What follows belongs to an exercise in optimizing a design on an open flow for small area; a production flow would make more cautious choices. RTL that was checked went through simulation tests only; none was proved equivalent to the original. Power is estimated from default activity; no workload was simulated.

Setup of the baseline:
==> module ppmdec, before the edit <==
module ppmdec (
    input  wire        clk,
    input  wire        rst,
    input  wire        edge_valid,
    input  wire [15:0] edge_ts,
    input  wire        tick,
    input  wire        frame_ack,
    input  wire [7:0]  rd_idx,
    input  wire [63:0] ctl_in,
    output wire [15:0] rd_cap,
    output wire [15:0] rd_dif,
    output wire        rd_oob,
    output wire [31:0] status,
    output wire [7:0]  qual,
    output wire        failsafe,
    output wire        sig_ok,
    output wire        update_en,
    output wire        frame_ready,
    output wire [63:0] ctl_out,
    output reg  [2:0]  ev_class,
    output wire [15:0] ev_width
);
    localparam [10:0] ZERO_CODE = 11'h100;
    reg  [15:0] nprev;           
    reg  [4:0]  idx;             
    reg  [10:0] cap_c  [0:15];   
    reg  [10:0] prev_c [0:15];   
    reg         frame_rdy_q;
    reg  [7:0]  qual_q;
    genvar b, k;
    wire [15:0] width;
    ppm_width u_width (.ts(edge_ts), .nprev(nprev), .w(width));
    wire is_sync, is_data;
    ppm_cls u_cls (.w(width), .is_sync(is_sync), .is_data(is_data));
    wire in_range = !idx[4];
    wire qinc     = edge_valid & is_data;
    wire do_store = qinc & in_range;
    wire fr_set   = do_store & (idx[3] | idx[2] | (idx[1] & idx[0]));
    always @(*) begin
        if (rst || !edge_valid)
            ev_class = 3'd0;
        else if (is_sync)
            ev_class = 3'd2;
        else if (!is_data)
            ev_class = 3'd1;
        else if (in_range)
            ev_class = 3'd3;
        else
            ev_class = 3'd4;
    end
    wire ev_on = edge_valid & ~rst;
    generate
        for (b = 0; b < 16; b = b + 1) begin : g_evw
            ppm_and2 u_a (.a(width[b]), .b(ev_on), .y(ev_width[b]));
        end
    endgenerate
    assign failsafe = (qual_q == 8'd0);
    wire [7:0] q_plus = qual_q + 8'd10;
    wire [7:0] q1  = qinc ? ((qual_q > 8'd190) ? 8'd200 : q_plus) : qual_q;
    wire       dec = tick & (qinc | ~failsafe);      
    wire [7:0] q2  = q1 - {7'd0, dec};
    wire [10:0] wcode = rst ? ZERO_CODE : width[11:1];
    always @(posedge clk) begin
        if (rst) begin
            nprev       <= 16'hFFFF;
            idx         <= 5'd0;
            frame_rdy_q <= 1'b0;
            qual_q      <= 8'd0;
        end else begin
            if (edge_valid) begin
                nprev <= ~edge_ts;
                if (is_sync)
                    idx <= 5'd0;
                else if (do_store)
                    idx <= idx + 5'd1;
            end
            qual_q      <= q2;
            frame_rdy_q <= fr_set | (frame_rdy_q & ~frame_ack);
        end
    end
    generate
        for (k = 0; k < 16; k = k + 1) begin : g_slot
            wire we = rst | (do_store & (idx[3:0] == k));
            always @(posedge clk) begin
                if (we) begin
                    cap_c[k]  <= wcode;
                    prev_c[k] <= cap_c[k];
                end
            end
        end
    endgenerate
    assign rd_oob = |rd_idx[7:4];
    wire [15:0] rsel;
    generate
        for (k = 0; k < 16; k = k + 1) begin : g_rsel
            assign rsel[k] = !rd_oob && (rd_idx[3:0] == k);
        end
    endgenerate
    wire [10:0] cu, cv, pu, pv;
    generate
        for (b = 0; b < 11; b = b + 1) begin : g_rd
            wire [15:0] cbits, pbits;
            for (k = 0; k < 16; k = k + 1) begin : g_b
                assign cbits[k] = cap_c[k][b];
                assign pbits[k] = prev_c[k][b];
            end
            ppm_sel16h u_c (.sel(rsel), .din(cbits), .u(cu[b]), .v(cv[b]));
            ppm_sel16h u_p (.sel(rsel), .din(pbits), .u(pu[b]), .v(pv[b]));
        end
    endgenerate
    wire [10:0] rc;
    generate
        for (b = 0; b < 11; b = b + 1) begin : g_rc
            ppm_or2 u_o (.a(cu[b]), .b(cv[b]), .y(rc[b]));
        end
    endgenerate
    wire rc_zero = ~rc[10] & ~rc[9] & rc[8];
    wire nz      = ~(rd_oob | rc_zero);
    wire [11:0] cap12;
    ppm_nor3 u_c11 (.a(rc[10]), .b(rc[9]), .c(rc[8] | rd_oob), .y(cap12[11]));
    assign cap12[10:9] = rc[10:9];
    assign cap12[8]    = rc[8] & (rc[10] | rc[9]);
    assign cap12[7:0]  = rc[7:0];
    wire [10:0] nrp;
    generate
        for (b = 0; b < 11; b = b + 1) begin : g_rp
            if (b == 8) begin : g_8
                ppm_nor3 u_n (.a(pu[b]), .b(pv[b]), .c(~nz), .y(nrp[b]));
            end else begin : g_o
                ppm_o21ai u_n (.a1(pu[b]), .a2(pv[b]), .b(nz), .y(nrp[b]));
            end
        end
    endgenerate
    wire [11:0] nprev12;
    ppm_nand3 u_p11 (.a(nrp[10]), .b(nrp[9]), .c(nrp[8]), .y(nprev12[11]));
    assign nprev12[10:9] = nrp[10:9];
    assign nprev12[8]    = nrp[8] | (nrp[10] & nrp[9]);
    assign nprev12[7:0]  = nrp[7:0];
    wire [12:0] dq;
    ppm_dif u_dif (.cap12(cap12), .nprev12(nprev12), .dq(dq));
    assign rd_cap = {4'd0, cap12};
    assign rd_dif = {{3{dq[12]}}, dq};
    assign qual        = qual_q;
    assign frame_ready = frame_rdy_q;
    assign sig_ok      = (qual_q > 8'd100);
    assign update_en   = frame_rdy_q & ~failsafe;
    assign status      = {12'd0, update_en, sig_ok, failsafe, frame_rdy_q, 3'd0, idx, qual_q};
    generate
        for (b = 0; b < 64; b = b + 1) begin : g_ctl
            ppm_and2 u_a (.a(ctl_in[b]), .b(~failsafe), .y(ctl_out[b]));
        end
    endgenerate
endmodule
clock: 30.0 ns
lec_check: 0
abc_area: 0
abc_clock_period_in_ps: 30000
cap_margin: 20
core_margin: 2
core_utilization: 40
place_density: 0.6
slew_margin: 20
synth_hierarchical: 1
synth_minimum_keep_size: 0
standard.sh (not shown) runs the stock make flow with config.mk's settings and CLKGATE_MAP_FILE= SYNTH_SCRIPT=/design/flow/synth_recipe.tcl, a recipe that flattens the netlist after the stock synthesis.
==> flow/flow/run.sh <==
#!/bin/bash
# Own layout flow: the standard ORFS flow (standard.sh) with three changes:
# - after synthesis, combinational cells are swapped to their smallest drive
#   strength (flow/downsize.tcl); later repair steps size up where needed;
# - the port buffers use the smallest buffer cell;
# - the clock tree is built from mid-size clock buffers in larger clusters,
#   without dummy loads.
set -euo pipefail
export POST_SYNTH_TCL="$(pwd)/flow/downsize.tcl"
export BUFFER_PORTS_ARGS="-buffer_cell sky130_fd_sc_hd__buf_1"
export CTS_ARGS="-sink_clustering_enable -repair_clock_nets -buf_list sky130_fd_sc_hd__clkbuf_8 -sink_clustering_size 16 -sink_clustering_max_diameter 150 -dont_use_dummy_load"
bash standard.sh finish > standard.log 2>&1
==> flow/flow/downsize.tcl <==
# Run after synthesis (POST_SYNTH_TCL): swap each combinational cell for the
# smallest-area cell of the same family (same name up to the drive-strength
# suffix, hence the same function and pins). Registers, buffers and clock
# cells are left as synthesis made them; later repair steps size up again
# wherever timing, slew or capacitance needs it.
set db [ord::get_db]
set block [ord::get_db_block]
set n 0
foreach inst [$block getInsts] {
  set master [$inst getMaster]
  set name [$master getName]
  if {![regexp {^(sky130_fd_sc_hd__[a-z0-9]+)_([0-9]+)$} $name -> base drive]} { continue }
  if {[regexp {^sky130_fd_sc_hd__(s?e?df|dl|conb|clk|buf|tap|fill|decap|lpflow)} $name]} { continue }
  set best $master
  set best_area [expr {[$master getWidth] * [$master getHeight]}]
  foreach d {0 1 2} {
    set m [$db findMaster "${base}_$d"]
    if {$m eq "NULL" || $m eq ""} { continue }
    set a [expr {[$m getWidth] * [$m getHeight]}]
    if {$a < $best_area} {
      set best $m
      set best_area $a
    }
  }
  if {$best ne $master} {
    $inst swapMaster $best
    incr n
  }
}
puts "downsize: swapped $n cells to a smaller drive strength"
Relative to the baseline, the following input files were edited for the candidate:
diff --git a/flow/design.v b/flow/design.v
--- a/flow/design.v
+++ b/flow/design.v
@@ -29,6 +29,15 @@
 endmodule
 module ppm_nor3 (input a, input b, input c, output y);
     assign y = ~(a | b | c);
+endmodule
+module ppm_nor2 (input a, input b, output y);
+    assign y = ~(a | b);
+endmodule
+module ppm_nor4 (input a, input b, input c, input d, output y);
+    assign y = ~(a | b | c | d);
+endmodule
+module ppm_inv (input a, output y);
+    assign y = ~a;
 endmodule
 module ppm_sel16h (input [15:0] sel, input [15:0] din, output u, output v);
     wire [5:0] t;
@@ -141,6 +150,8 @@
     reg         frame_rdy_q;
     reg  [7:0]  qual_q;
     genvar b, k;
+    wire nrst;
+    ppm_inv u_nrst (.a(rst), .y(nrst));
     wire [15:0] width;
     ppm_width u_width (.ts(edge_ts), .nprev(nprev), .w(width));
     wire is_sync, is_data;
@@ -172,16 +183,33 @@
     wire [7:0] q1  = qinc ? ((qual_q > 8'd190) ? 8'd200 : q_plus) : qual_q;
     wire       dec = tick & (qinc | ~failsafe);      
     wire [7:0] q2  = q1 - {7'd0, dec};
-    wire [10:0] wcode = rst ? ZERO_CODE : width[11:1];
+    wire [10:0] wcode;
+    generate
+        for (b = 0; b < 11; b = b + 1) begin : g_wc
+            if (ZERO_CODE[b]) begin : g_one
+                ppm_or2 u_o (.a(width[b+1]), .b(rst), .y(wcode[b]));
+            end else begin : g_zero
+                ppm_and2 u_a (.a(width[b+1]), .b(nrst), .y(wcode[b]));
+            end
+        end
+    endgenerate
+    wire        nprev_en = rst | edge_valid;
+    wire [15:0] nprev_d;
+    generate
+        for (b = 0; b < 16; b = b + 1) begin : g_np
+            ppm_nand2 u_n (.a(edge_ts[b]), .b(nrst), .y(nprev_d[b]));
+        end
+    endgenerate
+    always @(posedge clk)
+        if (nprev_en)
+            nprev <= nprev_d;
     always @(posedge clk) begin
         if (rst) begin
-            nprev       <= 16'hFFFF;
             idx         <= 5'd0;
             frame_rdy_q <= 1'b0;
             qual_q      <= 8'd0;
         end else begin
             if (edge_valid) begin
-                nprev <= ~edge_ts;
                 if (is_sync)
                     idx <= 5'd0;
                 else if (do_store)
@@ -191,9 +219,17 @@
             frame_rdy_q <= fr_set | (frame_rdy_q & ~frame_ack);
         end
     end
+    wire [3:0] wna, wnb;
+    generate
+        for (k = 0; k < 4; k = k + 1) begin : g_wpre
+            assign wna[k] = ~(do_store & (idx[1:0] == k));
+            assign wnb[k] = ~(idx[3:2] == k);
+        end
+    endgenerate
     generate
         for (k = 0; k < 16; k = k + 1) begin : g_slot
-            wire we = rst | (do_store & (idx[3:0] == k));
+            wire we;
+            ppm_o21ai u_we (.a1(wna[k % 4]), .a2(wnb[k / 4]), .b(nrst), .y(we));
             always @(posedge clk) begin
                 if (we) begin
                     cap_c[k]  <= wcode;
@@ -203,10 +239,16 @@
         end
     endgenerate
     assign rd_oob = |rd_idx[7:4];
-    wire [15:0] rsel;
-    generate
+    wire [15:0] rsel, rselp;
+    wire [3:0]  rna, rnb;
+    generate
+        for (k = 0; k < 4; k = k + 1) begin : g_rpre
+            assign rna[k] = ~(rd_idx[1:0] == k);
+            assign rnb[k] = ~(!rd_oob && (rd_idx[3:2] == k));
+        end
         for (k = 0; k < 16; k = k + 1) begin : g_rsel
-            assign rsel[k] = !rd_oob && (rd_idx[3:0] == k);
+            ppm_nor2 u_s (.a(rna[k % 4]), .b(rnb[k / 4]), .y(rsel[k]));
+            ppm_nor2 u_t (.a(rna[k % 4]), .b(rnb[k / 4]), .y(rselp[k]));
         end
     endgenerate
     wire [10:0] cu, cv, pu, pv;
@@ -218,7 +260,7 @@
                 assign pbits[k] = prev_c[k][b];
             end
             ppm_sel16h u_c (.sel(rsel), .din(cbits), .u(cu[b]), .v(cv[b]));
-            ppm_sel16h u_p (.sel(rsel), .din(pbits), .u(pu[b]), .v(pv[b]));
+            ppm_sel16h u_p (.sel(rselp), .din(pbits), .u(pu[b]), .v(pv[b]));
         end
     endgenerate
     wire [10:0] rc;
@@ -230,7 +272,7 @@
     wire rc_zero = ~rc[10] & ~rc[9] & rc[8];
     wire nz      = ~(rd_oob | rc_zero);
     wire [11:0] cap12;
-    ppm_nor3 u_c11 (.a(rc[10]), .b(rc[9]), .c(rc[8] | rd_oob), .y(cap12[11]));
+    ppm_nor4 u_c11 (.a(rc[10]), .b(rc[9]), .c(rc[8]), .d(rd_oob), .y(cap12[11]));
     assign cap12[10:9] = rc[10:9];
     assign cap12[8]    = rc[8] & (rc[10] | rc[9]);
     assign cap12[7:0]  = rc[7:0];
Of the two candidates, the baseline has the better total power draw and the candidate the worse one.
Total number of cells along the worst setup path: lower on the baseline
Taking the baseline as the reference, in the candidate smallest setup slack after layout grew by 140 ps, chip width shrank by 0.41%.
The candidate gives less compound-cell area share of the yosys netlist than the baseline did.
The candidate vs the baseline, count of inserted antenna diode cells went down by 2.
The peak clock frequency supported by timing of the candidate is higher than that of the baseline.
The RTL of the candidate was laid out without a check of its function.

## what the ideal ports hide
Ports are ideal in the flow. The routed layouts listed here were re-timed in OpenROAD.
Step 1 sets driving cells, clkbuf_16 on the clock port and buf_2 on the other inputs (assumed; they add their load-dependent delay and slew).
Step 2 times the ports against the registers' clock, not the clock port: input delays grow and output delays shrink by t, the midpoint of the rising clock arrivals with the driver on.
a / b / c = ideal ports / drivers / drivers and shift; a / b = the first two.
run | shift t [ns] | slack for setup (ns) | worst hold slack (ns) | worst slew at a driven data input, ns | cell pins on the clock port's net
the baseline | 0.629 | 3.173 / 3.149 / 3.149 | 0.447 / 0.447 / 0.447 | 0.12 | 1
the candidate | 0.623 | 3.310 / 3.290 / 3.290 | 0.439 / 0.439 / 0.439 | 0.07 | 1
After both steps every run listed still meets setup and hold. The setup slack of the baseline, which loses most, moves by -0.024 ns with the drivers and by -0.024 ns with both steps.
